This design comes from an exercise in tuning for small area on the open sky130 flow, not from production work.
RTL that was checked went through simulation tests only; none was proved equivalent to the original.
Function not checked in runs 1 to 5: the RTL went through the layout flow alone.
No activity file was given, so power comes from the tool's default toggle rates.

[design/flow/constraint.sdc]
create_clock -name core_clock -period 12.0 [get_ports {clk}]
set_input_delay 2.4000 -clock core_clock [delete_from_list [all_inputs] [get_ports {clk}]]
set_output_delay 2.4000 -clock core_clock [all_outputs]
set_load 0.01 [all_outputs]
[design/flow/run.sh]
#!/bin/bash
# synth_recipe.tcl (not shown) runs the flow's synth.tcl, then flattens the netlist and writes it again
# the make line also repeats each setting of config.mk as NAME=value (left out here)
make -C /OpenROAD-flow-scripts/flow DESIGN_CONFIG=/design/flow/config.mk WORK_HOME=/design/flow/orfs CLKGATE_MAP_FILE= SYNTH_SCRIPT=/design/flow/synth_recipe.tcl finish
[design/flow/design.v]
module pgrf (
    input  wire        clk,
    input  wire        rst,
    input  wire        req_valid,
    output wire        req_ready,
    input  wire [31:0] req_cmd,
    input  wire [63:0] req_data,
    output wire        rsp_valid,
    input  wire        rsp_ready,
    output wire [1:0]  rsp_status,
    output wire [63:0] rsp_data
);
    localparam [2:0] OP_CLR   = 3'd1;
    localparam [2:0] OP_GET   = 3'd2;
    localparam [2:0] OP_SET   = 3'd3;
    localparam [2:0] OP_GRAV  = 3'd4;
    localparam [2:0] OP_GPASS = 3'd5;
    localparam [2:0] OP_XPOSE = 3'd6;
    localparam [2:0] OP_RDLO  = 3'd7;
    localparam [2:0] OP_RDHI  = 3'd0;    
    localparam [2:0] S_IDLE = 3'd0;
    localparam [2:0] S_WAIT = 3'd1;
    localparam [2:0] S_WORK = 3'd2;
    localparam [2:0] S_FIN  = 3'd3;
    localparam [2:0] S_RESP = 3'd4;
    localparam [1:0] G_PRE  = 2'd0;      
    localparam [1:0] G_RUN  = 2'd1;      
    localparam [1:0] G_SEEK = 2'd2;      
    reg [2:0]  st;
    reg [63:0] lo_r, hi_r;
    reg [5:0]  pos;
    reg        clrp;
    reg [2:0]  op;
    reg [1:0]  stat;
    reg [5:0]  cnt;
    reg [1:0]  val;
    reg [63:0] rq;
    reg [1:0]  gm;
    reg        gd;
    reg        moved;
    reg        unset;
    assign req_ready = (st == S_IDLE) && !rst;
    assign rsp_valid = (st == S_RESP);
    assign rsp_status = stat;
    genvar t;
    generate
        for (t = 0; t < 64; t = t + 1) begin : g_out
            assign rsp_data[(t % 8) * 8 + t / 8] = rq[t];
        end
    endgenerate
    wire [7:0] i_opc = req_cmd[7:0];
    wire [7:0] i_row = req_cmd[15:8];
    wire [7:0] i_col = req_cmd[23:16];
    wire [7:0] i_val = req_cmd[31:24];
    wire i_get = (i_opc == 8'h02);
    wire i_set = (i_opc == 8'h03);
    wire i_legal = (i_opc >= 8'h01) && (i_opc <= 8'h08);
    wire i_rsv = i_get ? (i_val != 8'd0)
               : i_set ? 1'b0
               : (req_cmd[31:8] != 24'd0);
    wire i_arg = (i_get || i_set) && (i_row >= 8'd8 || i_col >= 8'd8 ||
                                      (i_set && i_val >= 8'd4));
    wire [1:0] i_stat = !i_legal ? 2'd2 : i_rsv ? 2'd3 : i_arg ? 2'd1 : 2'd0;
    wire ok      = (stat == 2'd0);
    wire c_clr   = ok && (op == OP_CLR);
    wire c_get   = ok && (op == OP_GET);
    wire c_set   = ok && (op == OP_SET);
    wire c_grav  = ok && (op == OP_GRAV);
    wire c_gpass = ok && (op == OP_GPASS);
    wire c_xpose = ok && (op == OP_XPOSE);
    wire c_rdlo  = ok && (op == OP_RDLO);
    wire c_rdhi  = ok && (op == OP_RDHI);
    wire wrap  = (pos == 6'd63);
    wire hit   = (pos == cnt);
    wire in_work = (st == S_WORK);
    wire in_fin  = (st == S_FIN);
    wire       first = (pos[2:0] == 3'd0);
    wire       last  = (pos[2:0] == 3'd7);
    wire       cur   = lo_r[0] | hi_r[0];
    wire       nxt   = !last && (lo_r[1] | hi_r[1]);
    wire [1:0] gm_e  = first ? G_PRE : gm;
    wire       gd_e  = first ? 1'b0 : gd;
    wire       mv    = !gd_e && nxt && (gm_e != G_PRE || !cur);
    wire       g_lo  = mv ? lo_r[1] : (gm_e == G_RUN) ? 1'b0 : lo_r[0];
    wire       g_hi  = mv ? hi_r[1] : (gm_e == G_RUN) ? 1'b0 : hi_r[0];
    wire       moved_e = (pos == 6'd0) ? 1'b0 : moved;
    wire       unset_e = (pos == 6'd0) ? 1'b0 : unset;
    wire       unset_n = unset_e || (mv && gm_e == G_SEEK);
    reg [1:0] gm_n;
    reg       gd_n;
    always @(*) begin
        gm_n = gm_e;
        gd_n = gd_e;
        case (gm_e)
        G_PRE:
            if (!cur && !gd_e)
                gm_n = nxt ? G_RUN : G_SEEK;
        G_RUN:
            if (!mv) begin
                if (gd_e) gm_n = G_PRE;
                else      gm_n = G_SEEK;
            end
        default:
            if (nxt) begin
                gm_n = G_RUN;
                gd_n = 1'b1;
            end
        endcase
    end
    wire do_grav = in_work && (c_grav || c_gpass);
    reg w_lo, w_hi;
    always @(*) begin
        w_lo = lo_r[0];
        w_hi = hi_r[0];
        if (clrp || (in_fin && c_clr)) begin
            w_lo = 1'b0;
            w_hi = 1'b0;
        end else if (in_fin && c_set && hit) begin
            w_lo = val[0];
            w_hi = val[1];
        end else if (do_grav) begin
            w_lo = g_lo;
            w_hi = g_hi;
        end
    end
    wire [7:0] cv = c_get ? {6'd0, val} : {2'd0, cnt};
    reg ins;
    always @(*) begin
        ins = 1'b0;
        if (c_rdlo)
            ins = lo_r[0];
        else if (c_rdhi)
            ins = hi_r[0];
        else if (c_get || c_grav || c_gpass)
            ins = first && cv[pos[5:3]];
    end
    wire r_ld = (st == S_IDLE);
    wire r_hd = !r_ld && ((st == S_RESP) || c_xpose);
    wire r_sh = !r_ld && !r_hd;
    always @(posedge clk) begin
        lo_r <= {w_lo, lo_r[63:1]};
        hi_r <= {w_hi, hi_r[63:1]};
        pos  <= rst ? 6'd0 : pos + 6'd1;
        if (rst)
            clrp <= 1'b1;
        else if (wrap)
            clrp <= 1'b0;
        rq <= ({64{r_ld}} & req_data) | ({64{r_sh}} & {ins, rq[63:1]}) |
              ({64{r_hd}} & rq);
        if (st == S_IDLE) begin
            op   <= req_cmd[2:0];
            stat <= i_stat;
            cnt  <= {req_cmd[18:16], req_cmd[10:8]};
            val  <= req_cmd[25:24];
        end else if (in_work) begin
            if (c_get && hit)
                val <= {hi_r[0], lo_r[0]};
            if (c_gpass ? mv : (c_grav && mv && !moved_e))
                cnt <= cnt + 6'd1;
        end
        gm    <= gm_n;
        gd    <= gd_n;
        moved <= moved_e || mv;
        unset <= unset_n;
        if (rst)
            st <= S_IDLE;
        else begin
            case (st)
            S_IDLE:
                if (req_valid)
                    st <= S_WAIT;
            S_WAIT:
                if (c_xpose)
                    st <= S_RESP;
                else if (wrap)
                    st <= (c_get || c_grav || c_gpass) ? S_WORK : S_FIN;
            S_WORK:
                if (wrap && !(c_grav && unset_n))
                    st <= S_FIN;
            S_FIN:
                if (wrap)
                    st <= S_RESP;
            S_RESP:
                if (rsp_ready)
                    st <= S_IDLE;
            default:
                st <= S_IDLE;
            endcase
        end
    end
endmodule
[design/flow/config.mk]
export PLATFORM = sky130hd
export DESIGN_NAME = pgrf
export DESIGN_NICKNAME = pgrf
export VERILOG_FILES = /design/flow/design.v
export SDC_FILE = /design/flow/constraint.sdc
export NUM_CORES = 4
export LEC_CHECK = 0
export CAP_MARGIN = 20
export CORE_MARGIN = 2
export CORE_UTILIZATION = 40
export CTS_BUF_LIST = sky130_fd_sc_hd__clkbuf_4
export PLACE_DENSITY = 0.6
export SLEW_MARGIN = 20
==> notes.md, run 1 <==
The worst-case IR drop observed on VDD is 143 uV. The length in cells of the worst reg-to-reg path is 6. The logs give 622 for the number of standard cells after synthesis and 26400 um for the global-route wire length before repair. Most frequent cell after synthesis: sky130_fd_sc_hd__dfxtp_1. Power spread over the standard cell area amounts to 262 nW/um2. The clock-pin slew on the worst setup and hold paths was 60 ps; the share of total power in combinational logic was 0.324. The part of the cycle the worst path needs was 0.520; the final layout net count was 924. The worst-path maximum fanout was 11; the initial antenna violation count was 2. The flow ran to the end and the layout has no timing, DRC or antenna violations.

Entering global routing, the biggest net connects 85 pins. The run gives 0.801 as the final estimated routing congestion in global placement. Setup repair after global routing left no endpoint under its margin.

The area share of the leading cell type in the synthesized netlist was 0.614; the fraction of layout instances using a drive strength above 1 was 0.118. The analysis attributes to cell leakage a power of 3.76 nW. The placeable core region was 16500 um2.

STA classifies the critical path endpoint as an output port. The logs give 0 for the number of violations of the max-capacitance limit and 168 for the number of ports placed on the die boundary. In the post-synthesis netlist, the biggest area contributors are sky130_fd_sc_hd__dfxtp_1 61%, sky130_fd_sc_hd__nand2_1 8.3%, sky130_fd_sc_hd__a22oi_1 7.0%.

The worst register-to-register path ends at cnt[1]$_DFFE_PP_. Max-slew violation count: 0. The share of power burned in registers is 0.423, and the synthesized flop and latch total is 220.

The average cell area after synthesis is 10.9 um2, and the peak clock frequency supported by timing is 0.160 GHz. The final period demand of the worst path is 6240 ps. The hold path startpoint was lo_r[3]$_DFF_P_.

The vias per cell is 4.81. The synthesized netlist contains 59 unique library cells. After legalization and detailed placement, the total HPWL measured 10700 um.

The worst hold path terminates at lo_r[2]$_DFF_P_. The number of warnings reported in the yosys synthesis log was 1. The width of the chip is 134 um. The total of buffers placed on input and output ports was 167. Minimum setup slack after placement: 5750 ps.

The logs give 726 for the total nets after synthesis and 0 for the hold buffer count at CTS. The launch point of the worst reg-to-reg path is pos[0]$_SDFF_PP0_. After detailed routing, the average wire length per cell comes to 15.0 um.

The clock net in this run drives a total of 220 sinks. At the pin with the least slew margin, the transition time is 956 ps. CTS built an H-tree with a depth of 2. Across the routed clock network, the largest skew measured is 47.2 ps. Worst-case clock buffer depth: 3. The internal reg-to-reg setup slack came out at 9410 ps.

Data on the critical path arrives at its endpoint at 3840 ps. Setup violations remaining at the end of the flow were counted as 0. For this block, the initial DRC count from the detailed router was 230.

The tools report the buffer cell driving the clock tree root as sky130_fd_sc_hd__clkbuf_4. sky130_fd_sc_hd__dfxtp_1 takes more of the synthesized area than any other cell. After synthesis the cells add up to 6750 um2. Counting flops with a built-in enable in the synthesized netlist gives 13. The async set-reset flop share out of synthesis was 0; the count of antenna-violating nets left after detailed routing was 0. Final wirelength: 16300 um. Via count: 5203. The effective utilization at floorplan is 0.409. The switching part of the total is 0.338. The logs give 288 ps for the final hold slack and 0 for the number of buffers inserted by post-CTS setup repair. The tools report the total congestion overflow after global routing as 0.

In this run the vertical extent of the chip is 134 um. The number of rows in the core area is 47. The required time of the critical path is 9600 ps, and the number of cells on the worst hold path is 0. Number of endpoints with negative hold slack in the final report: 0. Ranked by instance count, the synthesized netlist is headed by 207 x sky130_fd_sc_hd__dfxtp_1, 150 x sky130_fd_sc_hd__nand2_1, 63 x sky130_fd_sc_hd__a22oi_1. The layout-stage area growth over the synthesis result works out to 37.6%.

Worst-case headroom to the max-slew limit: 0.357. The worst setup path is of the in -> out kind. TritonCTS built the clock tree. The tools report the number of global-route vias before repair as 5426.

The setup TNS is 0 ps. The worst path setup slack after routing is 5760 ps. The clock insertion delay at the later pin of the skew report was 640 ps; the fraction of the yosys area taken by sequential cells was 0.672. STA classifies the critical path startpoint as a primary input. In this run the worst hold path is classified as reg -> reg. For the total clock buffers created by CTS, the log shows 55. Cell internal power was estimated by the tool at 1.61 mW.

The number of gates resized after CTS was 0. The first detailed-routing pass took 5 iterations. The clock group share of total power was 0.253. The analysis attributes to net switching a power of 0.820 mW.

Counting the fill cells in the layout gives 1430. Global-route usage over all layers: 0.183. The die covers 17900 um2. The flip-flop cell with the highest count after synthesis was sky130_fd_sc_hd__dfxtp_1.

After detailed routing, the number of remaining DRC violations is 0.
-- worst max-delay path, stage by stage --
cell and delay [ps]:
sky130_fd_sc_hd__clkdlybuf4s50_1 650, sky130_fd_sc_hd__nor2_1 210, sky130_fd_sc_hd__clkdlybuf4s50_1 580
-- power by group through the flow --
| stage | clock network, mW | registers, mW | logic (mW) |
|---|---|---|---|
| after floorplan | 0 | 1.06 | 0.383 |
| after global placement | 0 | 1.03 | 0.778 |
| after detailed placement | 0 | 1.04 | 0.791 |
| after CTS | 0.645 | 1.03 | 0.796 |
| after global routing | 0.685 | 1.05 | 0.867 |
| final | 0.615 | 1.03 | 0.786 |
-- worst max-delay path by stage --
stage / to / slack, ps / depth (start not counted) / start
after CTS: req_ready / 5730 / 3 / rst
final: req_ready / 5760 / 3 / rst
after detailed placement: req_ready / 5750 / 3 / rst
after floorplan: req_ready / 6830 / 2 / rst
after global routing: req_ready / 5680 / 3 / rst
after global placement: req_ready / 5750 / 3 / rst
-- final cells by class --
type | instances | area (um2) | share of cell area
repair buffers | 170 | 1690 | 0.182
flip-flops and latches | 220 | 4530 | 0.488
diodes | 1 | 2.50 | 0.000269
clock buffers | 82 | 616 | 0.0663
multi-input cells | 367 | 2050 | 0.221
inverters | 6 | 22.5 | 0.00242
clock inverters | 16 | 90.1 | 0.00970
well taps | 220 | 275 | 0.0296
-- cell usage in the layout, fill, tap and decap left out, drive strengths merged, types with 4 or more instances in the layout --
cell | netlist | layout
a21oi | 12 | 12
a22oi | 63 | 63
clkbuf | 5 | 82
clkdlybuf4s50 | 0 | 167
clkinv | 0 | 14
dfxtp | 207 | 207
edfxtp | 13 | 13
ha | 4 | 4
inv | 6 | 7
nand2 | 150 | 150
nand3 | 12 | 12
nand4 | 5 | 5
nor2 | 26 | 26
nor3 | 5 | 5
nor4 | 5 | 5
o21ai | 17 | 17
xor2 | 11 | 11
-- per-stage QoR --
step | area (um2) | power [mW] | instances | util
after detailed placement | 8580 | 1.83 | 983 | 0.519
after CTS | 9290 | 2.47 | 1081 | 0.562
after global routing | 9290 | 2.60 | 1082 | 0.562
final | 9290 | 2.43 | 1082 | 0.562
after global placement | 8580 | 1.81 | 983 | 0.519
after floorplan | 6750 | 1.45 | 622 | -
-- kinds of logic after synthesis --
family | after synthesis | share of synthesized area
muxes | 4 | 0.00612
xor gates and xnor gates | 14 | 0.0182
AOI/OAI and AO/OA | 120 | 0.127
DFF | 220 | 0.672
and+or+nand+nor | 225 | 0.145
adders and majority gates | 4 | 0.00741
buffers and inverters | 35 | 0.0250
-- metal layers --
metal / up-vias / GRT usage / part of all wire
met5: - / 0 / 0.00043
met4: 2 / 0.0804 / 0.023
met3: 34 / 0.0960 / 0.12
met2: 202 / 0.283 / 0.46
met1: 2394 / 0.212 / 0.40
li1: 2571 / - / -
-- sequential cells by signal (all words and copies together) (netlist names) --
register and cells:
clrp 1, cnt 6, gd 1, gm 2
hi_r 64, lo_r 64, moved 1, op 3
pos 6, rq 64, st 3, stat 2
unset 1, val 2
==> run 2, diff against run 1 <==
==> design/flow/flow/run.sh (new file) <==
#!/bin/bash
set -euo pipefail
cd "$(dirname "$0")/.."
export BUFFER_PORTS_ARGS="-buffer_cell sky130_fd_sc_hd__buf_1"
export CTS_ARGS="-sink_clustering_enable -repair_clock_nets -dont_use_dummy_load -buf_list sky130_fd_sc_hd__clkbuf_4"
bash standard.sh > make_finish.log 2>&1
==> design/flow/standard.sh (new file) <==
#!/bin/bash
# synth_recipe.tcl (not shown) runs the flow's synth.tcl, then flattens the netlist and writes it again
# the make line also repeats each setting of config.mk as NAME=value (left out here)
make -C /OpenROAD-flow-scripts/flow DESIGN_CONFIG=/design/flow/config.mk WORK_HOME=/design/flow/orfs CLKGATE_MAP_FILE= SYNTH_SCRIPT=/design/flow/synth_recipe.tcl "${@:-finish}"
removed: design/flow/run.sh
==> run 2 against run 1 <==
Compared with the run above:
- sequential power is essentially flat
- fmax rose by 14%
- cell count decreased by 4.1%
- flip-flop and latch count unchanged
- utilization shrank 8.1 points
- clock power fell by 28%
- global-route usage down 1.9 points
- final area fell by 14%
- total power shrank 14%
- sequential share of layout area rose by 8.3 points
- largest power group unchanged
- highest routed layer is now met4
==> notes.md, run 2 <==
The tools report the first-pass iteration count of the detailed router as 4. The clock net in this run drives a total of 220 sinks. The global-route usage over all layers was 0.164; the final wirelength was 14500 um. Static timing analysis puts the maximum clock frequency at 0.183 GHz. In this run the worst path has a maximum fanout of 11. The switching part of the total is 0.368.

During placement, the flow inserted port buffers numbering 167. After synthesis, the cell types taking the most area are sky130_fd_sc_hd__dfxtp_1 61%, sky130_fd_sc_hd__nand2_1 8.3%, sky130_fd_sc_hd__a22oi_1 7.0%. The async set-reset flop share out of synthesis is 0.

The worst-case headroom to the max-slew limit came out at 0.347. Leaving out fill and tap cells, the most frequent cell in the layout is sky130_fd_sc_hd__dfxtp_1. At the end of routability-driven placement, the weighted congestion stood at 0.842.

The vias per cell is 4.91. Max-cap violations in this run came to 0. The library cells used most frequently in the layout, excluding fill and tap cells, are 207 x sky130_fd_sc_hd__dfxtp_1, 167 x sky130_fd_sc_hd__buf_1, 150 x sky130_fd_sc_hd__nand2_1. Flip-flop cell with the highest count after synthesis: sky130_fd_sc_hd__dfxtp_1. Summed over all failing endpoints, the final setup total negative slack is 0 ps. After detailed placement, the total cell area comes to 7540 um2.

The clock insertion delay at the later pin of the skew report was 620 ps; the count of different cell masters after synthesis was 59. Setup repair after global routing left no endpoint under its margin. The fraction of layout instances using a drive strength above 1 is 0.0845.

The tools report the global-route wire length before repair as 24100 um. Gates resized during post-CTS repair numbered 0. In the routed design, unresolved DRC markers number 0.

The detailed placer's ending HPWL is 9580 um, and the post-layout instance count excluding filler cells is 1038. Effective utilization at floorplan: 0.409. Yosys instantiated no cell more often than sky130_fd_sc_hd__dfxtp_1.

In this run the deepest clock path goes through 3 buffers. The number of warnings reported in the yosys synthesis log is 1, and the fraction of the yosys area taken by sequential cells is 0.672. After global routing the overflow that remains totals 0. In this run, synthesis inferred 13 flip-flops with an integrated enable. The logs give 85 for the largest net degree at the start of global routing and 0.766 mW for the switching power summed over all nets. Dividing total power by cell area gives a power density of 262 nW/um2. The minimum setup slack after placement was 6510 ps. The logs give 168 for the number of ports placed on the die boundary and 5099 for the via count. The number of buffers inserted by post-CTS setup repair was 0; the final standard cell area without fillers was 7940 um2. TritonCTS built the clock tree. Internal power comes to 1.32 mW. The logs give 0 for the count of antenna-violating nets left after detailed routing and 6540 ps for the worst path setup slack after routing. The worst hold path class was reg -> reg. The worst clock skew is 72.3 ps. The share of total power in combinational logic was 0.295. After synthesis the netlist holds a flip-flop and latch count of 220. For the number of DRC markers after the initial detailed-route iteration, the log shows 249. The cell area after synthesis came out at 6750 um2.

At the worst endpoint, the arrival time is 3060 ps. The number of nets in the synthesized netlist is 726. TritonCTS created 54 clock buffers. The routed design could run at a clock period as short as 5460 ps.

The worst setup path is captured at an output port. The H-tree was split into 2 levels. The commonest cells after synthesis are 207 x sky130_fd_sc_hd__dfxtp_1, 150 x sky130_fd_sc_hd__nand2_1, 63 x sky130_fd_sc_hd__a22oi_1. The share of power burned in registers came out at 0.493. The clock group share of total power came out at 0.212.

Cell type with the highest aggregate area in the netlist: sky130_fd_sc_hd__dfxtp_1. For the number of standard cells after synthesis, the log shows 622. The detailed-route wire length per cell works out to 14.0 um. The type of the worst setup path is in -> out. Power comes to 2.08 mW. The flow ran to the end and the layout has no timing, DRC or antenna violations. In this run the static leakage power is 3.13 nW. The largest registers in the layout are hi_r x64, lo_r x64, rq x64. Clock tree synthesis selected as its root buffer the cell sky130_fd_sc_hd__clkbuf_4. Part of the cycle the worst path needs: 0.455.

At the pin with the least slew margin, the transition time is 971 ps. The final layout net count was 923; the final count of negative-setup-slack endpoints was 0. The tools report the max-slew violation count as 0. The tools report the element type at the critical path start as a primary input. After synthesis, the mean cell area works out to 10.9 um2.

Measured along the x axis, the die boundary spans 134 um. The height of the die is 134 um. The initialized floorplan defines 47 standard-cell rows. The core region is 16500 um2. Number of global-route vias before repair: 5222. Across the VDD grid, the largest voltage drop is 131 uV. The required time of the critical path is 9600 ps. The clock-pin slew on the worst setup and hold paths came out at 60 ps. The area growth from synthesis to layout is 17.7%.

Buffers inserted to repair hold after CTS numbered 0. The number of instances in the placed design came out at 983. The floorplan step defined a die boundary enclosing 17900 um2.

The run gives 0 as the number of endpoints with negative hold slack in the final report. The area share of the leading cell type in the synthesized netlist was 0.614; the initial antenna violation count was 1.
run 2: kinds of logic (layout without fill, tap and decap cells):
logic type,Yosys count,after routing,synth area share
xor+xnor,14,14,0.0182
flops,220,220,0.672
simple gates,225,225,0.145
other cells,0,1,0
buf+inv,35,230,0.0250
mux,4,4,0.00612
compound gates,120,120,0.127
fa+ha+maj,4,4,0.00741
run 2: layout make-up:
cell class	count	area (um2)
antenna	1	2.50
clock buffer	54	405
fill	1519	8580
inverter	6	22.5
multi-input combinational	367	2050
sequential	220	4530
tap	220	275
timing repair buffer	170	649
run 2: per-layer routing:
metal	up-vias	global-route usage	part of all wire	wire length, um
li1	2521	-	-	-
met1	2376	0.201	0.44	6330
met3	17	0.0733	0.085	1230
met4	0	0.0626	0.016	231
met5	-	0	0	0
met2	185	0.255	0.46	6700
run 2: worst paths after layout:
| kind | start | endpoint | slack (ps) | cells after the start |
|---|---|---|---|---|
| worst max register to register | pos[0]$_SDFF_PP0_ | cnt[4]$_DFFE_PP_ | 9410 | 6 |
| worst max-delay path | rst | req_ready | 6540 | 3 |
| worst min-delay path | hi_r[57]$_DFF_P_ | hi_r[56]$_DFF_P_ | 280 | 0 |
| worst min register to register | hi_r[57]$_DFF_P_ | hi_r[56]$_DFF_P_ | 280 | 0 |
run 2: per-stage QoR:
step | hold WS (ps) | util
after CTS | 268 | 0.481
after detailed placement | 312 | 0.456
after global routing | 265 | 0.481
final | 280 | 0.481
after global placement | 313 | 0.456
after floorplan | 310 | -
run 2: critical path, stage by stage:
cell and delay [ps]:
sky130_fd_sc_hd__buf_1 400, sky130_fd_sc_hd__nor2_1 100, sky130_fd_sc_hd__buf_1 160
run 2: power groups by stage:
| stage | logic [mW] | registers, mW | clock network [mW] |
|---|---|---|---|
| finish | 0.614 | 1.03 | 0.442 |
| global route | 0.691 | 1.05 | 0.506 |
| CTS | 0.618 | 1.03 | 0.466 |
| detailed placement | 0.618 | 1.04 | 0 |
| global placement | 0.602 | 1.03 | 0 |
| floorplan | 0.383 | 1.06 | 0 |
==> run 3, diff against run 2 <==
==> design/flow/flow/run.sh (replaced) <==
#!/bin/bash
set -euo pipefail
cd "$(dirname "$0")/.."
export BUFFER_PORTS_ARGS="-buffer_cell sky130_fd_sc_hd__buf_1"
export CTS_ARGS="-sink_clustering_enable -repair_clock_nets -dont_use_dummy_load -buf_list sky130_fd_sc_hd__clkbuf_2 sky130_fd_sc_hd__clkbuf_4 -sink_clustering_size 25 -sink_clustering_max_diameter 80"
bash standard.sh > make_finish.log 2>&1
==> run 3 against run 2 <==
Compared with the run above:
- the flow now stops in clock tree synthesis (4_1_cts)
- synthesized area stayed put
- synthesized cell count stayed put
==> notes.md, run 3 <==
The largest total area in the synthesized netlist belongs to sky130_fd_sc_hd__dfxtp_1. The simple-gate portion of the synthesized area came out at 0.145. The flow stopped in clock tree synthesis (4_1_cts). Counting every instance in the synthesized netlist gives 622.

The fraction of the yosys area taken by sequential cells was 0.672. Once detailed placement completed, the half-perimeter wirelength came to 9580 um. The share of the synthesized area in compound gates (AO/OA/AOI/OAI) is 0.127. Yosys attributes the largest share of cell area to sky130_fd_sc_hd__dfxtp_1 61%, sky130_fd_sc_hd__nand2_1 8.3%, sky130_fd_sc_hd__a22oi_1 7.0%.

The number of synthesized flops with an enable pin was 13. Averaged over all synthesized cells, the footprint is 10.9 um2. The tool reported: "[ERROR STA-0564] clock_tree_synthesis positional arguments not supported". The number of warnings reported in the yosys synthesis log was 1. The effective utilization at floorplan was 0.409; the area share of the leading cell type in the synthesized netlist was 0.614. Routability-driven placement finished with a final weighted congestion of 0.842.

The synthesized flop and latch total works out to 220. The fraction of the mapped netlist area in adder cells is 0.00741. Pin placement for this block handled 168 I/O pins. sky130_fd_sc_hd__dfxtp_1 is the most common cell in the netlist. The run stopped with a tool error. For this run, the leading register cell type out of synthesis is sky130_fd_sc_hd__dfxtp_1. After synthesis, the largest family of logic cells by area is simple AND/OR/NAND/NOR gates.

When the netlist entered floorplanning its net count stood at 726. The async set-reset flop share out of synthesis was 0; the cell area after synthesis was 6750 um2. Count of different cell masters after synthesis: 59.

The commonest cells after synthesis are 207 x sky130_fd_sc_hd__dfxtp_1, 150 x sky130_fd_sc_hd__nand2_1, 63 x sky130_fd_sc_hd__a22oi_1. From left edge to right edge, the die measures 134 um. The mux share of post-synthesis cell area came out at 0.00612.

The count of buffers added on input and output ports is 167. Measured along the y axis, the die boundary spans 134 um. Row generation in the floorplan step produced 47 rows.

Parity-gate share of the synthesized area counting xor and xnor cells: 0.0182.
[run 3: worst max-delay path by stage]
stage                end  slack (ps)  depth (start not counted)
2_1_floorplan  req_ready        6830                          2
3_3_place_gp   req_ready        6520                          3
3_5_place_dp   req_ready        6510                          3
[run 3: kinds of logic after synthesis]
family,after synthesis
adder cells (fa/ha/maj),4
multiplexers,4
AO/OA/AOI/OAI,120
XOR/XNOR,14
flip-flops,220
AND/OR/NAND/NOR,225
buffers and inverters,35
[run 3: power by group through the flow]
| stage | Sequential, mW | Combinational (mW) | Clock [mW] |
|---|---|---|---|
| after detailed placement | 1.04 | 0.618 | 0 |
| after global placement | 1.03 | 0.602 | 0 |
| after floorplan | 1.06 | 0.383 | 0 |
[run 3: metrics by stage]
step | util | cells | total power, mW | worst slack [ps] | cell area [um2]
floorplan | - | 622 | 1.45 | 6830 | 6750
global placement | 0.456 | 983 | 1.63 | 6520 | 7540
detailed placement | 0.456 | 983 | 1.66 | 6510 | 7540
==> run 4, diff against run 3 <==
==> design/flow/flow/run.sh (replaced) <==
#!/bin/bash
set -euo pipefail
cd "$(dirname "$0")/.."
export BUFFER_PORTS_ARGS="-buffer_cell sky130_fd_sc_hd__buf_1"
export CTS_ARGS="-sink_clustering_enable -repair_clock_nets -dont_use_dummy_load -buf_list sky130_fd_sc_hd__clkbuf_8 -sink_clustering_size 20 -sink_clustering_max_diameter 50"
bash standard.sh > make_finish.log 2>&1
--- a/design/flow/config.mk
+++ b/design/flow/config.mk
@@ -8,6 +8,5 @@
 export CAP_MARGIN = 20
 export CORE_MARGIN = 2
-export CORE_UTILIZATION = 40
-export CTS_BUF_LIST = sky130_fd_sc_hd__clkbuf_4
-export PLACE_DENSITY = 0.6
+export CORE_UTILIZATION = 65
+export PLACE_DENSITY = 0.75
 export SLEW_MARGIN = 20
==> run 4 against run 3 <==
Compared with the run above:
- the run now finishes clean
- synthesized cell count is the same
- synthesized area unchanged
==> notes.md, run 4 <==
The most used flip-flop cell after synthesis is sky130_fd_sc_hd__dfxtp_1. For this run, the slowest stage of the critical path takes 410 ps. Setup slack on the worst reg-to-reg path comes out at 9310 ps. Leaving out fill and tap cells, the most frequent cell in the layout is sky130_fd_sc_hd__dfxtp_1.

The met2 wire length was 6450 um. In the synthesized netlist, the number of instances is 622. The die covers 11200 um2. The total leakage power is 3.01 nW, and the fraction of layout instances using a drive strength above 1 is 0.0410. The global-route usage over all layers came out at 0.243. The run gives 0 as the final count of negative-setup-slack endpoints.

The area share of the leading cell type in the synthesized netlist works out to 0.614. Leaving out fill and tap cells, the most frequent cells in the layout are 207 x sky130_fd_sc_hd__dfxtp_1, 167 x sky130_fd_sc_hd__buf_1, 150 x sky130_fd_sc_hd__nand2_1. The power density of the placed cells came out at 256 nW/um2.

The critical path goes through buf_1, nor2_1, buf_1. In this run the cell area of the synthesized design comes to 6750 um2. For the total congestion overflow after global routing, the log shows 0.

The library cell appearing most often on the critical path is sky130_fd_sc_hd__buf_1. STA classifies the critical path startpoint as a primary input. The number of warnings reported in the yosys synthesis log is 1, and the switching part of the total is 0.368. The final estimated routing congestion in global placement was 0.856; the layout-stage area growth over the synthesis result was 13.5%. The total of buffers placed on input and output ports is 167, and the synthesized flop and latch total is 220.

Measured in cells, the most critical reg-to-reg path has a length of 6. The initial antenna violation count came out at 0. Sorting the synthesized cells by area gives the leading types as sky130_fd_sc_hd__dfxtp_1 61%, sky130_fd_sc_hd__nand2_1 8.3%, sky130_fd_sc_hd__a22oi_1 7.0%. The peak clock frequency supported by timing was 0.182 GHz; the combined buffer and inverter count along the critical path was 2.

The share of power burned in registers was 0.522. The endpoint identified for the worst register-to-register timing path is cnt[2]$_DFFE_PP_. Launch point of the worst reg-to-reg path: pos[0]$_SDFF_PP0_.

The run gives 6530 ps as the minimum setup slack after placement. In this design, the largest share of critical-path delay is due to buffers and inverters. The logs give 0.672 for the fraction of the yosys area taken by sequential cells and 6510 ps for the worst path setup slack after routing. The die is 106 um tall. Clock sink total: 220.

The logs give 13700 um for the final wirelength and 0 for the number of endpoints with negative hold slack in the final report. STA classifies the critical path endpoint as an output port. The number of clock buffers added by TritonCTS is 17. TritonCTS built the clock tree. The clock insertion delay at the later pin of the skew report came out at 490 ps. The first-pass iteration count of the detailed router was 5. The flow ran to the end and the layout has no timing, DRC or antenna violations.

The highest layer used for signal routing was met4. The worst clock skew was 54.5 ps. The tool flagged a number of max-cap violations equal to 0. No sink is reached through more buffers than the 3 on the longest clock path. The internal portion of the total power is 1.24 mW. Clock-pin slew was measured on the worst setup and hold paths at 110 ps. The number of rows in the core area came out at 37.

The vias per cell was 5.31. Along the worst hold path, the cell count comes to 0. The number of DRC markers after the initial detailed-route iteration is 213, and the number of global-route vias before repair is 4793. The number of synthesized flops with an enable pin is 13, and the detailed placer's ending HPWL is 9380 um. In the final routed layout, each cell accounts on average for 15.0 um.

Transition time of the tightest slew-check pin: 973 ps. 0 antenna diodes ended up in the layout. After detailed routing, the met3 layer carries 920 um of wire.

The final period demand of the worst path was 5490 ps; the max-slew violation count was 0. The worst-path maximum fanout was 11; the share of total power in combinational logic was 0.308. 168 I/O pins were placed. In this run the mean area of a mapped cell was 10.9 um2.

Most frequent cell after synthesis: sky130_fd_sc_hd__dfxtp_1. Part of the cycle the worst path needs: 0.457. Post-CTS repair changed the size of 0 cells. Across all hold checks on the routed design, the worst slack comes to 307 ps. Buffers added to address setup during post-CTS repair amount to 0. The peak supply drop was 178 uV; the hold buffer count at CTS was 0.

Worst hold path class: reg -> reg. For hold timing, the worst endpoint is lo_r[16]$_DFF_P_. Total power for the finished layout comes to 1.96 mW. The arrival time reported for the critical path endpoint is 3090 ps, and the placed standard-cell area is 7430 um2. Entering global routing, the biggest net connects 85 pins. The level count of the clock H-tree was 1.

The hold path startpoint is lo_r[17]$_DFF_P_. Setup repair after global routing left no endpoint under its margin. The cell type with the highest aggregate area in the netlist was sky130_fd_sc_hd__dfxtp_1. For this design, the slowest cell found on the critical path is sky130_fd_sc_hd__buf_1.

The logs give 5890 um for the wire length on met1 and 0.346 for the worst-case headroom to the max-slew limit. The finished cells cover 7660 um2. The final layout contains 886 nets. Switching power summed over all nets: 0.721 mW. The type of the worst setup path is in -> out. The via count is 4864. For the effective utilization at floorplan, the log shows 0.663. The commonest cells after synthesis are 207 x sky130_fd_sc_hd__dfxtp_1, 150 x sky130_fd_sc_hd__nand2_1, 63 x sky130_fd_sc_hd__a22oi_1.

The region available for standard cell placement spans 10200 um2. The buffer cell driving the clock tree root is sky130_fd_sc_hd__clkbuf_8. The largest registers in the layout are hi_r x64, lo_r x64, rq x64. For the total nets after synthesis, the log shows 726.

The async set-reset flop share out of synthesis was 0; the width of the chip was 106 um. At the worst endpoint, the required time is 9600 ps. The clock group share of total power was 0.170; the setup TNS was 0 ps.

Global-route wire length before repair: 22400 um. The tools report the count of different cell masters after synthesis as 59. The count of nets left with antenna violations once routing finished came out at 0. For the number of design rule violations left after detail routing, the log shows 0.
[run 4: cell counts after synthesis]
No cell type changed its count.
[run 4: through the flow]
stage / utilization / std cells
3_5_place_dp: 0.730 / 899
5_1_grt: 0.753 / 916
4_1_cts: 0.753 / 916
6_report: 0.753 / 916
2_1_floorplan: - / 622
3_3_place_gp: 0.730 / 899
[run 4: logic make-up (layout without fill, tap and decap cells)]
group,Yosys count,in the layout,share of synthesized area
xor gates and xnor gates,14,14,0.0182
DFF,220,220,0.672
adders and majority gates,4,4,0.00741
and+or+nand+nor,225,225,0.145
buffers and inverters,35,193,0.0250
AOI/OAI and AO/OA,120,120,0.127
muxes,4,4,0.00612
[run 4: worst max-delay path by stage]
stage	start	cells after the start	slack [ps]	end
2_1_floorplan	rst	2	6830	req_ready
3_3_place_gp	rst	3	6570	req_ready
3_5_place_dp	rst	3	6530	req_ready
4_1_cts	rst	3	6530	req_ready
5_1_grt	rst	3	6500	req_ready
6_report	rst	3	6510	req_ready
[run 4: cell type report]
type                    count  area, um2
flip-flops and latches    220       4530
fillers                   736       2520
multi-input cells         367       2050
repair buffers            170        649
clock buffers              17        234
well taps                 136        170
inverters                   6       22.5
[run 4: power groups by stage]
stage / registers, mW / logic, mW / clock network (mW)
global placement: 1.03 / 0.585 / 0
CTS: 1.02 / 0.604 / 0.344
finish: 1.02 / 0.603 / 0.333
floorplan: 1.06 / 0.383 / 0
detailed placement: 1.04 / 0.604 / 0
global route: 1.04 / 0.679 / 0.369
[run 4: routing by layer]
metal / up-vias / track usage
met1: 2225 / 0.305
met2: 163 / 0.410
met3: 36 / 0.0625
li1: 2440 / -
met4: 0 / 0.0855
met5: - / 0
==> run 5, diff against run 4 <==
==> design/flow/flow/run.sh (replaced) <==
#!/bin/bash
set -euo pipefail
cd "$(dirname "$0")/.."
export BUFFER_PORTS_ARGS="-buffer_cell sky130_fd_sc_hd__buf_1"
export CTS_ARGS="-sink_clustering_enable -repair_clock_nets -dont_use_dummy_load -buf_list sky130_fd_sc_hd__clkbuf_4 -sink_clustering_size 10 -sink_clustering_max_diameter 40"
bash standard.sh > make_finish.log 2>&1
==> run 5 against run 4 <==
Compared with the run above:
- largest power group unchanged
- clock skew is 0.87 ps higher
- critical path depth stayed put
- global-route usage hardly changed
- largest cell class unchanged
- combinational power hardly changed
==> notes.md, run 5 <==
The flow ran to the end and the layout has no timing, DRC or antenna violations. The tools report the via count as 4986. Type of the worst setup path: in -> out. The logs give 0.0656 for the met3 usage and 3 for the worst-case clock buffer depth. The run gives 0.672 as the fraction of the yosys area taken by sequential cells. The tools report the end of the worst hold path as lo_r[14]$_DFF_P_. Global-route wire length before repair: 22400 um. The critical path runs through a total of 3 cells. TritonCTS built the clock tree.

The worst-case headroom to the max-slew limit came out at 0.335. Clock tree synthesis found a total of 220 sinks. The worst path in the final design needs a cycle of 5500 ps, including I/O delays and setup. Counting both buffers and inverters, the worst setup path holds a total of 2.

The tools report the level count of the clock H-tree as 1. Dominant delay contributor by cell family on the critical path: buffers and inverters. The part of the cycle the worst path needs was 0.458; the number of cells on the worst hold path was 0. Buffers inserted during clock tree synthesis total 28. For the peak supply drop, the log shows 152 uV. Launch point of the worst reg-to-reg path: pos[0]$_SDFF_PP0_. At the worst endpoint, the required time is 9600 ps. The max-slew violation count came out at 0. In this run the cell area measured after placement is 7430 um2.

Commonest non-fill, non-tap cell in the layout: sky130_fd_sc_hd__dfxtp_1. Width of the chip: 106 um. The average cell area after synthesis is 10.9 um2, and the first-pass iteration count of the detailed router is 4. The tools report the clock insertion delay at the later pin of the skew report as 600 ps. The largest single stage delay on the critical path is 420 ps.

The fraction of layout instances using a drive strength above 1 was 0.0544; the power density of the placed cells was 254 nW/um2. For the internal reg-to-reg setup slack, the log shows 9370 ps. Met2 track demand over resource: 0.411. After synthesis the netlist holds a flip-flop and latch count of 220. Setup TNS: 0 ps. The mapped netlist covers 6750 um2. The synthesized design spends more area on one cell type than any other, namely sky130_fd_sc_hd__dfxtp_1. The worst hold path begins at lo_r[15]$_DFF_P_.

During I/O placement, the number of pins put on the boundary was 168. The worst hold path class is reg -> reg. Library cell appearing most often on the critical path: sky130_fd_sc_hd__buf_1. Clock tree synthesis selected as its root buffer the cell sky130_fd_sc_hd__clkbuf_4. Entering global routing, the biggest net connects 85 pins. The floorplan has 37 rows. Setup repair after global routing left no endpoint under its margin.

Once detailed placement completed, the half-perimeter wirelength came to 9380 um. The effective utilization at floorplan was 0.663. The layout-stage area growth over the synthesis result was 13.2%; the area share of the leading cell type in the synthesized netlist was 0.614. Once detail routing completed, the nets flagged for antenna violations numbered 0.

The slowest stage of the critical path is the sky130_fd_sc_hd__buf_1 cell. The congestion estimate from routability-driven global placement came to 0.856. The first routing iteration left 265 violations. Terminus of the critical flop-to-flop path: cnt[2]$_DFFE_PP_. The detailed-route wire length per cell works out to 14.7 um. Traced cell by cell, the critical path runs through buf_1, nor2_1, buf_1. Gates resized during post-CTS repair numbered 0. For this run, design rule violations remaining after detail routing come to 0. For this design the static power due to leakage is 3.01 nW. The worst setup path is captured at an output port. The repair_antennas step left the layout with diodes totalling 0.

The most used flip-flop cell after synthesis is sky130_fd_sc_hd__dfxtp_1. The floorplan step defined a core boundary enclosing 10200 um2. The largest registers in the layout are hi_r x64, lo_r x64, rq x64.

The initial antenna violation count was 0. The number of standard cells after synthesis was 622. Once the clock tree was built, the setup fixing pass inserted 0 buffers. From bottom edge to top edge, the die measures 106 um. The tools report the global routing met1 resource utilization as 0.300. The tool flagged a number of max-cap violations equal to 0.

Along the worst path, the maximum fanout reaches 11. The die covers 11200 um2. After clock tree synthesis, the clock-pin slew on the worst setup and hold paths is 100 ps.

The arrival time reported for the critical path endpoint was 3100 ps; the number of endpoints with negative hold slack in the final report was 0. met2 is the most crowded layer. In the routed layout, each cell is associated on average with a via count of 5.38.

Input and output buffers added on the ports amount to 167. Static timing analysis puts the maximum clock frequency at 0.182 GHz. In the final design database the tool counted 897 nets. The total congestion overflow after global routing came out at 0. The tools report the count of different cell masters after synthesis as 59. The worst setup path is launched from a primary input. The worst clock skew was 55.3 ps; the transition time of the tightest slew-check pin was 988 ps.

The layout has 756 filler cells. The tools report the global-route usage over all layers as 0.243. Yosys attributes the largest share of cell area to sky130_fd_sc_hd__dfxtp_1 61%, sky130_fd_sc_hd__nand2_1 8.3%, sky130_fd_sc_hd__a22oi_1 7.0%. The most frequent cell after synthesis is sky130_fd_sc_hd__dfxtp_1. With fillers left out, the area of the finished cells amounts to 7640 um2. By count the netlist is led by 207 x sky130_fd_sc_hd__dfxtp_1, 150 x sky130_fd_sc_hd__nand2_1, 63 x sky130_fd_sc_hd__a22oi_1.

For the total nets after synthesis, the log shows 726. Number of global-route vias before repair: 4866. The async set-reset flop share out of synthesis is 0, and the final wirelength is 13700 um.

The number of warnings reported in the yosys synthesis log was 1. In the layout the commonest cells are 207 x sky130_fd_sc_hd__dfxtp_1, 167 x sky130_fd_sc_hd__buf_1, 150 x sky130_fd_sc_hd__nand2_1. Buffers inserted to repair hold after CTS numbered 0. Setup violations remaining at the end of the flow were counted as 0.

Number of synthesized flops with an enable pin: 13. For the worst flop-to-flop path, the logic depth is 6.
[run 5: cell counts after synthesis]
No cell type changed its count.
[run 5: logic make-up (layout without fill, tap and decap cells)]
family | count (synthesis) | after routing | share of synthesized area
AOI/OAI and AO/OA | 120 | 120 | 0.127
xor gates and xnor gates | 14 | 14 | 0.0182
and+or+nand+nor | 225 | 225 | 0.145
muxes | 4 | 4 | 0.00612
adders and majority gates | 4 | 4 | 0.00741
DFF | 220 | 220 | 0.672
buffers and inverters | 35 | 204 | 0.0250
[run 5: area by class of cell]
type	count	area [um2]	area share
clock buffer	28	210	0.0275
inverter	6	22.5	0.00295
multi-input combinational	367	2050	0.269
sequential	220	4530	0.593
tap	136	170	0.0223
timing repair buffer	170	649	0.0850
[run 5: routing by layer]
| layer | vias up | routed length [um] |
|---|---|---|
| li1 | 2468 | - |
| met1 | 2311 | 5780 |
| met2 | 173 | 6460 |
| met3 | 34 | 1010 |
| met4 | 0 | 410 |
| met5 | - | 0 |
[run 5: where the power goes]
part           total, mW  internal, mW  switching, mW  leakage (nW)
sequential          1.02         0.896          0.128          1.82
combinational      0.603         0.216          0.387          1.06
clock              0.317         0.107          0.210         0.129
total               1.94          1.22          0.726          3.01
[run 5: worst max-delay path by stage]
stage	startpoint	endpoint	slack [ps]
after floorplan	rst	req_ready	6830
after global placement	rst	req_ready	6570
after detailed placement	rst	req_ready	6530
after CTS	rst	req_ready	6530
after global routing	rst	req_ready	6500
final	rst	req_ready	6500
[run 5: metrics by stage]
step	util	power (mW)	setup WS, ps	cells	hold slack [ps]
final	0.750	1.94	6500	927	316
after CTS	0.750	1.96	6530	927	319
after detailed placement	0.730	1.64	6530	899	312
after floorplan	-	1.45	6830	622	310
after global placement	0.730	1.62	6570	899	313
after global routing	0.750	2.08	6500	927	321
[run 5: worst reg2reg max path, stage by stage, from the launching register on]
cell,delay (ps)
sky130_fd_sc_hd__dfxtp_1,380
sky130_fd_sc_hd__ha_1,270
sky130_fd_sc_hd__ha_1,210
sky130_fd_sc_hd__o21bai_1,170
sky130_fd_sc_hd__a21oi_1,260
sky130_fd_sc_hd__nand2_1,130
sky130_fd_sc_hd__o31ai_1,840
==> run 6, diff against run 5 <==
--- a/design/flow/design.v
+++ b/design/flow/design.v
@@ -135,7 +135,4 @@
             ins = first && cv[pos[5:3]];
     end
-    wire r_ld = (st == S_IDLE);
-    wire r_hd = !r_ld && ((st == S_RESP) || c_xpose);
-    wire r_sh = !r_ld && !r_hd;
     always @(posedge clk) begin
         lo_r <= {w_lo, lo_r[63:1]};
@@ -146,6 +143,8 @@
         else if (wrap)
             clrp <= 1'b0;
-        rq <= ({64{r_ld}} & req_data) | ({64{r_sh}} & {ins, rq[63:1]}) |
-              ({64{r_hd}} & rq);
+        if (st == S_IDLE)
+            rq <= req_data;
+        else if (st != S_RESP && !c_xpose)
+            rq <= {ins, rq[63:1]};
         if (st == S_IDLE) begin
             op   <= req_cmd[2:0];
==> design/flow/run.sh (new file) <==
#!/bin/bash
# synth_recipe.tcl (not shown) runs the flow's synth.tcl, then flattens the netlist and writes it again
# the make line also repeats each setting of config.mk as NAME=value (left out here)
make -C /OpenROAD-flow-scripts/flow DESIGN_CONFIG=/design/flow/config.mk WORK_HOME=/design/flow/orfs CLKGATE_MAP_FILE= SYNTH_SCRIPT=/design/flow/synth_recipe.tcl finish
--- a/design/flow/config.mk
+++ b/design/flow/config.mk
@@ -8,5 +8,5 @@
 export CAP_MARGIN = 20
 export CORE_MARGIN = 2
-export CORE_UTILIZATION = 65
-export PLACE_DENSITY = 0.75
+export CORE_UTILIZATION = 40
+export PLACE_DENSITY = 0.6
 export SLEW_MARGIN = 20
removed: design/flow/flow/run.sh
removed: design/flow/standard.sh
==> run 6 against run 5 <==
Compared with the run above:
- global-route usage shrank 7.8 points
- die area rose by 68%
- critical path type unchanged
- cell count is 11% higher
- still clean
- non-clock buffer count did not move
- via count down 4.0%
==> notes.md, run 6 <==
The simple-gate portion of the synthesized area came out at 0.172. The detailed placer's ending HPWL is 10600 um. Yosys attributes the largest share of cell area to sky130_fd_sc_hd__dfxtp_1 40%, sky130_fd_sc_hd__edfxtp_1 33%, sky130_fd_sc_hd__nand2_1 11%.

For the number of ports placed on the die boundary, the log shows 168. The peak clock frequency supported by timing is 0.163 GHz, and the async set-reset flop share out of synthesis is 0. The number of nets handed over by synthesis was 710. The transition time of the tightest slew-check pin was 865 ps. The run gives 1 as the initial antenna violation count. The run gives 1 as the number of warnings reported in the yosys synthesis log. After synthesis, the mean cell area works out to 11.7 um2. After technology mapping, the gate count stands at 606. The number of fill cells was 1446. The run finished with no timing, DRC or antenna violations. The initialized floorplan defines 48 standard-cell rows.

The number of global-route vias before repair came out at 4787. Share of the synthesized area in compound gates (AO/OA/AOI/OAI): 0.0490. Total clock buffers created by CTS: 24. The tools report the global-route usage over all layers as 0.165.

The tools report the element type at the critical path start as a primary input. Setup repair after global routing left no endpoint under its margin. The analysis attributes to cell leakage a power of 4.04 nW.

The fraction of the mapped netlist area in adder cells works out to 0.00705. After global routing, the most crowded layer is met2. The post-route core utilization is 0.568, and the count of antenna-violating nets left after detailed routing is 0.

The fraction of layout instances using a drive strength above 1 is 0.0727, and the count of different cell masters after synthesis is 58. The placeable core region was 17400 um2. The worst path in the final design needs a cycle of 6130 ps, including I/O delays and setup. The logs give 0.211 for the global routing met1 resource utilization and 4 for the first-pass iteration count of the detailed router. The run gives 320 ps as the final hold slack.

The worst-case headroom to the max-slew limit was 0.423; the synthesized flop and latch total was 220. The mux share of post-synthesis cell area was 0.0102; the final estimated routing congestion in global placement was 0.769. The tools report the effective utilization at floorplan as 0.409. The tools report the arrival time reported for the critical path endpoint as 3730 ps. Input and output buffers added on the ports amount to 167. The delay of the slowest critical-path stage is 610 ps. Across the VDD grid, the largest voltage drop is 218 uV.

For this block, the routed nets add up to 15600 um of wire. Parity-gate share of the synthesized area counting xor and xnor cells: 0.0160. The largest registers in the layout are hi_r x64, lo_r x64, rq x64.

In this run, the number of DRC markers left after iteration 0 of detailed routing was 217. The required time of the critical path was 9600 ps. In this run the deepest clock path goes through 3 buffers.

For the number of design rule violations left after detail routing, the log shows 0. The tools report the level count of the clock H-tree as 1. The net count of the finished layout is 884. The critical path goes through clkdlybuf4s50_1, nor2_1, clkdlybuf4s50_1. TritonCTS built the clock tree.

In the synthesized netlist the dominant register cell turns out to be sky130_fd_sc_hd__dfxtp_1. The tools report the met2 track demand over resource as 0.273. On the critical path, the stage with the largest delay is an instance of sky130_fd_sc_hd__clkdlybuf4s50_1.

The library cell used most frequently in the layout, excluding fill and tap cells, is sky130_fd_sc_hd__nand2_1. Setup violations remaining at the end of the flow were counted as 0. The met3 usage is 0.0445.

The biggest area contributor in the post-synthesis netlist is sky130_fd_sc_hd__dfxtp_1. For the final database, setup skew stands at 6.22 ps. Together, buffers and inverters on the worst path number 2. The width of the chip works out to 137 um. After global routing the overflow that remains totals 0. Power spread over the standard cell area amounts to 258 nW/um2.

The routed layout has 4786 vias. In this run the cell area of the synthesized design comes to 7100 um2. The tree is rooted in a sky130_fd_sc_hd__clkbuf_16. The hold buffer count at CTS was 0. STA classifies the critical path endpoint as an output port. The run gives 18800 um2 as the total die area.

Counting instances in the post-synthesis netlist gives the leading cell types as 215 x sky130_fd_sc_hd__nand2_1, 143 x sky130_fd_sc_hd__dfxtp_1, 77 x sky130_fd_sc_hd__edfxtp_1. The logs give 0 for the number of endpoints with negative hold slack in the final report and 9860 um2 for the final standard cell area without fillers. The largest net degree at the start of global routing was 81. The top cell types in the final layout, fill and taps aside, are 215 x sky130_fd_sc_hd__nand2_1, 167 x sky130_fd_sc_hd__clkdlybuf4s50_1, 143 x sky130_fd_sc_hd__dfxtp_1.

After clock tree synthesis, the clock-pin slew on the worst setup and hold paths is 60 ps. The number of violations of the max-capacitance limit was 0; the fraction of the yosys area taken by sequential cells was 0.729. Before CTS, the worst setup slack after placement is 5870 ps. The area growth from synthesis to layout is 38.9%.

The worst-path maximum fanout was 13. sky130_fd_sc_hd__nand2_1 is the most common cell in the netlist. In the final routed layout, each cell accounts on average for 15.2 um. Buffers added to address setup during post-CTS repair amount to 0. The run gives 0 as the max-slew violation count.

After detailed routing, the number of vias per cell comes to 4.67. The run gives 0 ps as the setup TNS. The clock insertion delay at the later pin of the skew report came out at 510 ps. The library cell appearing most often on the critical path was sky130_fd_sc_hd__clkdlybuf4s50_1. Post-CTS repair changed the size of 0 cells. Area share of the leading cell type in the synthesized netlist: 0.403. The number of synthesized flops with an enable pin is 77.

In this run the vertical extent of the chip is 137 um. The dominant delay contributor by cell family on the critical path is buffers and inverters. The largest family of logic cells by synthesized area is simple AND/OR/NAND/NOR gates. After detailed placement, the total cell area comes to 8990 um2.

The worst path setup slack after routing was 5870 ps. Part of the cycle the worst path needs: 0.511. Clock sink total: 220. The path class of the tightest hold or removal check is reg -> reg.

The run gives 24400 um as the global-route wire length before repair. The critical path is of the in -> out type.
-- run 6: changes by cell type after synthesis, sizes merged, moves of 3 or more --
cell / previous run / this run
buf: 24 / 6
a22oi: 63 / 1
a21oi: 12 / 8
clkbuf: 5 / 16
o21ai: 17 / 14
edfxtp: 13 / 77
nand2b: 1 / 5
nand2: 150 / 215
nand3: 12 / 9
nand4: 5 / 2
dfxtp: 207 / 143
-- run 6: cell families after synthesis --
family | after synthesis
fa+ha+maj | 4
xor+xnor | 13
flops | 220
mux | 6
compound gates | 48
simple gates | 287
buf+inv | 28
-- run 6: report_power, final --
group	switching [mW]	leakage, nW	total, mW	internal [mW]
sequential	0.102	1.98	1.07	0.971
clock	0.295	0.429	0.773	0.478
combinational	0.368	1.63	0.698	0.330
-- run 6: per-stage QoR --
step | power (mW) | instances
6_report | 2.54 | 1025
5_1_grt | 2.68 | 1023
4_1_cts | 2.58 | 1023
3_5_place_dp | 1.79 | 979
3_3_place_gp | 1.77 | 979
2_1_floorplan | 1.43 | 606
-- run 6: layout make-up --
type	instances	area, um2	area share
sequential	220	5170	0.525
multi-input combinational	358	1820	0.185
timing repair buffer	170	1690	0.172
clock buffer	34	742	0.0752
tap	225	282	0.0285
clock inverter	10	123	0.0124
inverter	6	22.5	0.00228
antenna	2	5.00	0.000507
-- run 6: final timing paths --
path | startpoint | end | slack [ps] | depth (start not counted)
min | hi_r[33]$_DFF_P_ | hi_r[32]$_DFF_P_ | 320 | 0
min reg2reg | hi_r[33]$_DFF_P_ | hi_r[32]$_DFF_P_ | 320 | 0
max reg2reg | st[0]$_SDFFE_PP0P_ | cnt[4]$_DFFE_PP_ | 9390 | 5
max | rst | req_ready | 5870 | 3
-- run 6: layer usage --
metal / share of wire / up-vias
li1: - / 2373
met1: 0.42 / 2270
met5: 0 / -
met4: 0.021 / 0
met3: 0.062 / 27
met2: 0.50 / 116
==> run 7, diff against run 6 <==
--- a/design/flow/design.v
+++ b/design/flow/design.v
@@ -38,5 +38,4 @@
     reg [1:0]  gm;
     reg        gd;
-    reg        moved;
     reg        unset;
     assign req_ready = (st == S_IDLE) && !rst;
@@ -53,12 +52,15 @@
     wire [7:0] i_col = req_cmd[23:16];
     wire [7:0] i_val = req_cmd[31:24];
-    wire i_get = (i_opc == 8'h02);
-    wire i_set = (i_opc == 8'h03);
-    wire i_legal = (i_opc >= 8'h01) && (i_opc <= 8'h08);
-    wire i_rsv = i_get ? (i_val != 8'd0)
-               : i_set ? 1'b0
-               : (req_cmd[31:8] != 24'd0);
-    wire i_arg = (i_get || i_set) && (i_row >= 8'd8 || i_col >= 8'd8 ||
-                                      (i_set && i_val >= 8'd4));
+    wire i_hi0  = (i_opc[7:4] == 4'd0);
+    wire i_get  = i_hi0 && (i_opc[3:0] == 4'd2);
+    wire i_set  = i_hi0 && (i_opc[3:0] == 4'd3);
+    wire i_legal = i_hi0 && (i_opc[3] ? (i_opc[2:0] == 3'd0) : (i_opc[2:0] != 3'd0));
+    wire nz_rh = |i_row[7:3];
+    wire nz_ch = |i_col[7:3];
+    wire nz_vh = |i_val[7:2];
+    wire nz_v  = nz_vh || (|i_val[1:0]);
+    wire nz_rc = nz_rh || nz_ch || (|i_row[2:0]) || (|i_col[2:0]);
+    wire i_rsv = i_get ? nz_v : !i_set && (nz_v || nz_rc);
+    wire i_arg = nz_rh || nz_ch || (i_set && nz_vh);
     wire [1:0] i_stat = !i_legal ? 2'd2 : i_rsv ? 2'd3 : i_arg ? 2'd1 : 2'd0;
     wire ok      = (stat == 2'd0);
@@ -72,5 +74,5 @@
     wire c_rdhi  = ok && (op == OP_RDHI);
     wire wrap  = (pos == 6'd63);
-    wire hit   = (pos == cnt);
+    wire hit   = (cnt == 6'd0);
     wire in_work = (st == S_WORK);
     wire in_fin  = (st == S_FIN);
@@ -84,5 +86,4 @@
     wire       g_lo  = mv ? lo_r[1] : (gm_e == G_RUN) ? 1'b0 : lo_r[0];
     wire       g_hi  = mv ? hi_r[1] : (gm_e == G_RUN) ? 1'b0 : hi_r[0];
-    wire       moved_e = (pos == 6'd0) ? 1'b0 : moved;
     wire       unset_e = (pos == 6'd0) ? 1'b0 : unset;
     wire       unset_n = unset_e || (mv && gm_e == G_SEEK);
@@ -135,4 +136,11 @@
             ins = first && cv[pos[5:3]];
     end
+    wire cnt_inc = (st == S_WAIT && wrap) ||
+                   (in_work && c_get) || (in_fin && c_set) ||
+                   (in_work && c_gpass && mv) ||
+                   (in_work && c_grav && ((mv && hit) || (wrap && unset_n)));
+    wire r_ld = (st == S_IDLE);
+    wire r_hd = !r_ld && ((st == S_RESP) || c_xpose);
+    wire r_sh = !r_ld && !r_hd;
     always @(posedge clk) begin
         lo_r <= {w_lo, lo_r[63:1]};
@@ -143,22 +151,19 @@
         else if (wrap)
             clrp <= 1'b0;
-        if (st == S_IDLE)
-            rq <= req_data;
-        else if (st != S_RESP && !c_xpose)
-            rq <= {ins, rq[63:1]};
+        rq <= ({64{r_ld}} & req_data) | ({64{r_sh}} & {ins, rq[63:1]}) |
+              ({64{r_hd}} & rq);
         if (st == S_IDLE) begin
             op   <= req_cmd[2:0];
             stat <= i_stat;
-            cnt  <= {req_cmd[18:16], req_cmd[10:8]};
+            cnt  <= ~{req_cmd[18:16], req_cmd[10:8]};
             val  <= req_cmd[25:24];
-        end else if (in_work) begin
-            if (c_get && hit)
+        end else begin
+            if (in_work && c_get && hit)
                 val <= {hi_r[0], lo_r[0]};
-            if (c_gpass ? mv : (c_grav && mv && !moved_e))
+            if (cnt_inc)
                 cnt <= cnt + 6'd1;
         end
         gm    <= gm_n;
         gd    <= gd_n;
-        moved <= moved_e || mv;
         unset <= unset_n;
         if (rst)
==> design/flow/flow/run.sh (new file) <==
#!/bin/bash
# The standard layout (standard.sh) with three changes that only affect
# cell choice, not the design or its constraints:
#  - ABC maps the logic with an area-oriented script (flow/abc_area_map.script)
#    instead of ORFS's speed script; registers are untouched (same synthesis
#    script, same flop mapping, same names);
#  - port buffers use the smallest buffer cell (buf_1);
#  - clock tree: clkbuf_4 only, small sink clusters, no dummy loads.
set -euo pipefail
cd "$(dirname "$0")/.."
HERE=$PWD
rm -rf "$HERE/scripts_local"
cp -r "$FLOW_HOME/scripts" "$HERE/scripts_local"
chmod -R u+w "$HERE/scripts_local"
cp "$HERE/flow/abc_area_map.script" "$HERE/scripts_local/abc_speed.script"
export SCRIPTS_DIR="$HERE/scripts_local"
export BUFFER_PORTS_ARGS="-buffer_cell sky130_fd_sc_hd__buf_1"
export CTS_ARGS="-sink_clustering_enable -repair_clock_nets -dont_use_dummy_load -buf_list sky130_fd_sc_hd__clkbuf_4 -sink_clustering_size 10 -sink_clustering_max_diameter 40"
bash standard.sh > make_finish.log 2>&1
==> design/flow/flow/abc_area_map.script (new file) <==
strash
&get -n
&st
&deepsyn -T 60
&dch -f
&nf -a -R 1000
&put
==> design/flow/standard.sh (new file) <==
#!/bin/bash
# synth_recipe.tcl (not shown) runs the flow's synth.tcl, then flattens the netlist and writes it again
# the make line also repeats each setting of config.mk as NAME=value (left out here)
make -C /OpenROAD-flow-scripts/flow DESIGN_CONFIG=/design/flow/config.mk WORK_HOME=/design/flow/orfs CLKGATE_MAP_FILE= SYNTH_SCRIPT=/design/flow/synth_recipe.tcl "${@:-finish}"
--- a/design/flow/config.mk
+++ b/design/flow/config.mk
@@ -8,5 +8,5 @@
 export CAP_MARGIN = 20
 export CORE_MARGIN = 2
-export CORE_UTILIZATION = 40
-export PLACE_DENSITY = 0.6
+export CORE_UTILIZATION = 65
+export PLACE_DENSITY = 0.75
 export SLEW_MARGIN = 20
removed: design/flow/run.sh
==> run 7 against run 6 <==
Compared with the run above:
- still clean on timing, DRC and antenna
- global-route usage rose by 6.0 points
- sequential power fell by 22%
- die area fell by 44%
- clock power fell by 61%
- flip-flop and latch count fell by 1
- routed wire length fell by 20%
- synthesized cell count fell by 7.8%
- setup slack improved by 680 ps
- clock-buffer cell count fell by 8
- critical path depth did not move
- cell count fell by 13%
- critical endpoint unchanged
- highest routed layer unchanged
==> notes.md, run 7 <==
The flow ran to the end and the layout has no timing, DRC or antenna violations. For the global-route usage over all layers, the log shows 0.225. For this run, the slowest stage of the critical path takes 370 ps.

Synthesis instantiated 40 different standard cells from the library. The dominant delay contributor by cell family on the critical path was buffers and inverters. Clock latency on the worst-skew pair, taken at its later pin, is 610 ps. The effective utilization at floorplan was 0.660; the detailed-route wire length per cell was 14.0 um.

TritonCTS built the clock tree. Yosys mapped a number of flops with a built-in enable equal to 13. The width of the chip was 103 um. The async set-reset flop share out of synthesis was 0; the total of buffers placed on input and output ports was 167.

The number of ports placed on the die boundary was 168. The number of cells on the worst reg-to-reg path is 7. The filler cells instantiated in the layout total 703. In this run the clock root is driven by a sky130_fd_sc_hd__clkbuf_4. Hold path startpoint: hi_r[28]$_DFF_P_.

In the post-synthesis netlist, the cell with the most instances is sky130_fd_sc_hd__dfxtp_1. In this run the mean area of a mapped cell was 11.3 um2. Dividing total power by cell area gives a power density of 179 nW/um2.

The first-pass iteration count of the detailed router is 5. At the worst endpoint, the arrival time is 3050 ps. For the initial antenna violation count, the log shows 0. Sorting the synthesized cells by how often they occur yields 206 x sky130_fd_sc_hd__dfxtp_1, 141 x sky130_fd_sc_hd__nand2_1, 65 x sky130_fd_sc_hd__a22oi_1.

Setup repair after global routing left no endpoint under its margin. The run gives 0 as the final count of negative-setup-slack endpoints. Final layout net count: 862.

The total leakage power was 2.91 nW; the share of the synthesized area in compound gates (AO/OA/AOI/OAI) was 0.117. The simple-gate portion of the synthesized area works out to 0.146. The largest registers in the layout are hi_r x64, lo_r x64, rq x64.

The fraction of the mapped netlist area in adder cells is 0.00988. The worst hold path class was reg -> reg. Counting instances, the worst hold path has a depth of 0. The number of global-route vias before repair was 4134; the number of DRC markers after the initial detailed-route iteration was 208. The part of the cycle the worst path needs came out at 0.454. The library cells used most frequently in the layout, excluding fill and tap cells, are 206 x sky130_fd_sc_hd__dfxtp_1, 167 x sky130_fd_sc_hd__buf_1, 141 x sky130_fd_sc_hd__nand2_1.

Traced cell by cell, the critical path runs through buf_1, nor2_1, buf_1. The total congestion overflow after global routing is 0, and the vias per cell is 5.28. For the number of warnings reported in the yosys synthesis log, the log shows 1.

By area, the combinational part of the netlist is dominated by simple AND/OR/NAND/NOR gates. Total clock buffers created by CTS: 26. After synthesis, the cell types taking the most area are sky130_fd_sc_hd__dfxtp_1 65%, sky130_fd_sc_hd__nand2_1 8.4%, sky130_fd_sc_hd__a22oi_1 7.7%.

The HPWL after detailed placement is 8320 um. For the worst-case clock buffer depth, the log shows 3. The number of setup buffers added after CTS is 0. After detailed routing, the number of remaining DRC violations is 0.

At the end of routability-driven placement, the weighted congestion stood at 0.914. The tools report the number of endpoints with negative hold slack in the final report as 0. The area growth from synthesis to layout is 16.2%. The first global-routing pass estimated 18900 um of wire.

The area share of the leading cell type in the synthesized netlist is 0.651, and the clock-pin slew on the worst setup and hold paths is 100 ps. The final period demand of the worst path is 5450 ps, and the number of standard cells after synthesis is 559. End of the worst hold path: hi_r[27]$_DFF_P_. The worst-path maximum fanout is 12.

Number of diodes added for antenna fixing: 0. The worst setup path is launched from a primary input. The launch point of the worst reg-to-reg path is st[1]$_SDFFE_PP0P_. At the worst endpoint, the required time is 9600 ps. For the total die area, the log shows 10600 um2. The terminus of the critical flop-to-flop path is rq[29]$_DFF_P_. Max-slew violation count: 0. The largest net degree at the start of global routing is 67. The tools report the total power draw as 1.32 mW. The worst setup path is of the in -> out kind. The worst clock skew is 59.6 ps, and the mux share of post-synthesis cell area is 0.00474. For the fraction of the yosys area taken by sequential cells, the log shows 0.713.

The level count of the clock H-tree came out at 1. The fraction of layout instances using a drive strength above 1 is 0.0424, and the final standard cell area without fillers is 7360 um2. The number of nets handed over by synthesis was 664. The most critical setup path has its startpoint at rst.

Summing over every cut layer, the via total after detailed routing is 4687. Peak supply drop: 114 uV. In this run, post-CTS hold repair placed 0 buffers. For this block, the routed nets add up to 12400 um of wire. The placeable core region is 9590 um2. For this run, the leading register cell type out of synthesis is sky130_fd_sc_hd__dfxtp_1.

The combined buffer and inverter count along the critical path was 2; the placed standard-cell area was 7170 um2. Synthesized flop and latch total: 219. The internal reg-to-reg setup slack was 9120 ps; the clock sink total was 219.

Cell with the biggest individual delay on the critical path: sky130_fd_sc_hd__buf_1. sky130_fd_sc_hd__dfxtp_1 takes more of the synthesized area than any other cell. The parity-gate share of the synthesized area counting xor and xnor cells is 0.00553, and the count of antenna-violating nets left after detailed routing is 0.

Row generation in the floorplan step produced 36 rows. For the pin with the worst max-slew slack, the measured transition is 725 ps. The library cell used most frequently in the layout, excluding fill and tap cells, is sky130_fd_sc_hd__dfxtp_1. The cell area that synthesis handed to floorplanning was 6330 um2.

Among the stages of the critical path, the cell type that occurs most often is sky130_fd_sc_hd__buf_1. Setup total negative slack on the finished layout was measured at 0 ps. Once the clock tree was built, the resizer swapped 0 gates to a different size. The tools report the kind of capture point of the worst setup path as an output port. Measured along the y axis, the die boundary spans 103 um. The peak clock frequency supported by timing came out at 0.183 GHz. The worst-case headroom to the max-slew limit came out at 0.516. Max-cap violations in this run came to 0.
## run 7: changes by cell type after synthesis, moves of 7 or more
cell                       delta
sky130_fd_sc_hd__nand2_1     -74
sky130_fd_sc_hd__edfxtp_1    -64
sky130_fd_sc_hd__xor2_1       -7
sky130_fd_sc_hd__a22oi_1     +64
sky130_fd_sc_hd__dfxtp_1     +63
sky130_fd_sc_hd__clkbuf_1    -16
sky130_fd_sc_hd__nor3_1      +11
## run 7: cells by family after synthesis
logic type / after synthesis
DFF: 219
adders and majority gates: 5
xor gates and xnor gates: 4
and+or+nand+nor: 216
muxes: 3
AOI/OAI and AO/OA: 106
buffers and inverters: 6
## run 7: worst max path at each step
stage                      endpoint  slack, ps  cells after the start
final                     req_ready       6550                      3
after global routing      req_ready       6480                      3
after CTS                 req_ready       6550                      3
after detailed placement  req_ready       6530                      3
after global placement    req_ready       6600                      3
after floorplan           req_ready       7000                      1
## run 7: stage by stage
step                      utilization  cells  hold slack [ps]  setup slack [ps]
after CTS                       0.767    888              286              6550
after global placement          0.747    862              312              6600
final                           0.767    888              299              6550
after detailed placement        0.747    862              312              6530
after global routing            0.767    888              269              6480
after floorplan                     -    559              310              7000
## run 7: final cells by class
class | count | area [um2] | area share
repair buffers | 170 | 649 | 0.0882
flip-flops and latches | 219 | 4510 | 0.613
clock buffers | 26 | 195 | 0.0265
inverters | 6 | 22.5 | 0.00306
well taps | 133 | 166 | 0.0226
multi-input cells | 334 | 1810 | 0.246
## run 7: routing by layer
metal / GRT usage / up-vias / wire (um)
li1: - / 2337 / -
met1: 0.310 / 2154 / 5650
met2: 0.358 / 180 / 5770
met3: 0.0495 / 16 / 844
met4: 0.0738 / 0 / 187
met5: 0 / - / 0
## run 7: where the power goes
part           switching, mW  internal, mW  leakage, nW
sequential            0.0440         0.791         1.81
combinational          0.112        0.0685        0.979
clock                  0.205        0.0997        0.120
## run 7: worst reg2reg max path, stage by stage (launching register included)
cell                      delay (ps)
sky130_fd_sc_hd__dfxtp_1         400
sky130_fd_sc_hd__or3_1           570
sky130_fd_sc_hd__inv_2           620
sky130_fd_sc_hd__buf_4           510
sky130_fd_sc_hd__nor2_4          110
sky130_fd_sc_hd__buf_4           320
sky130_fd_sc_hd__nand2_1         190
sky130_fd_sc_hd__nand2_1          60

Setup slack of run 7, layout unchanged: 6.549 ns with ideal ports, 6.525 ns with driving cells assumed (clock clkbuf_16, inputs buf_2), 6.525 ns with port delays also shifted by the 0.613 ns mid clock arrival.
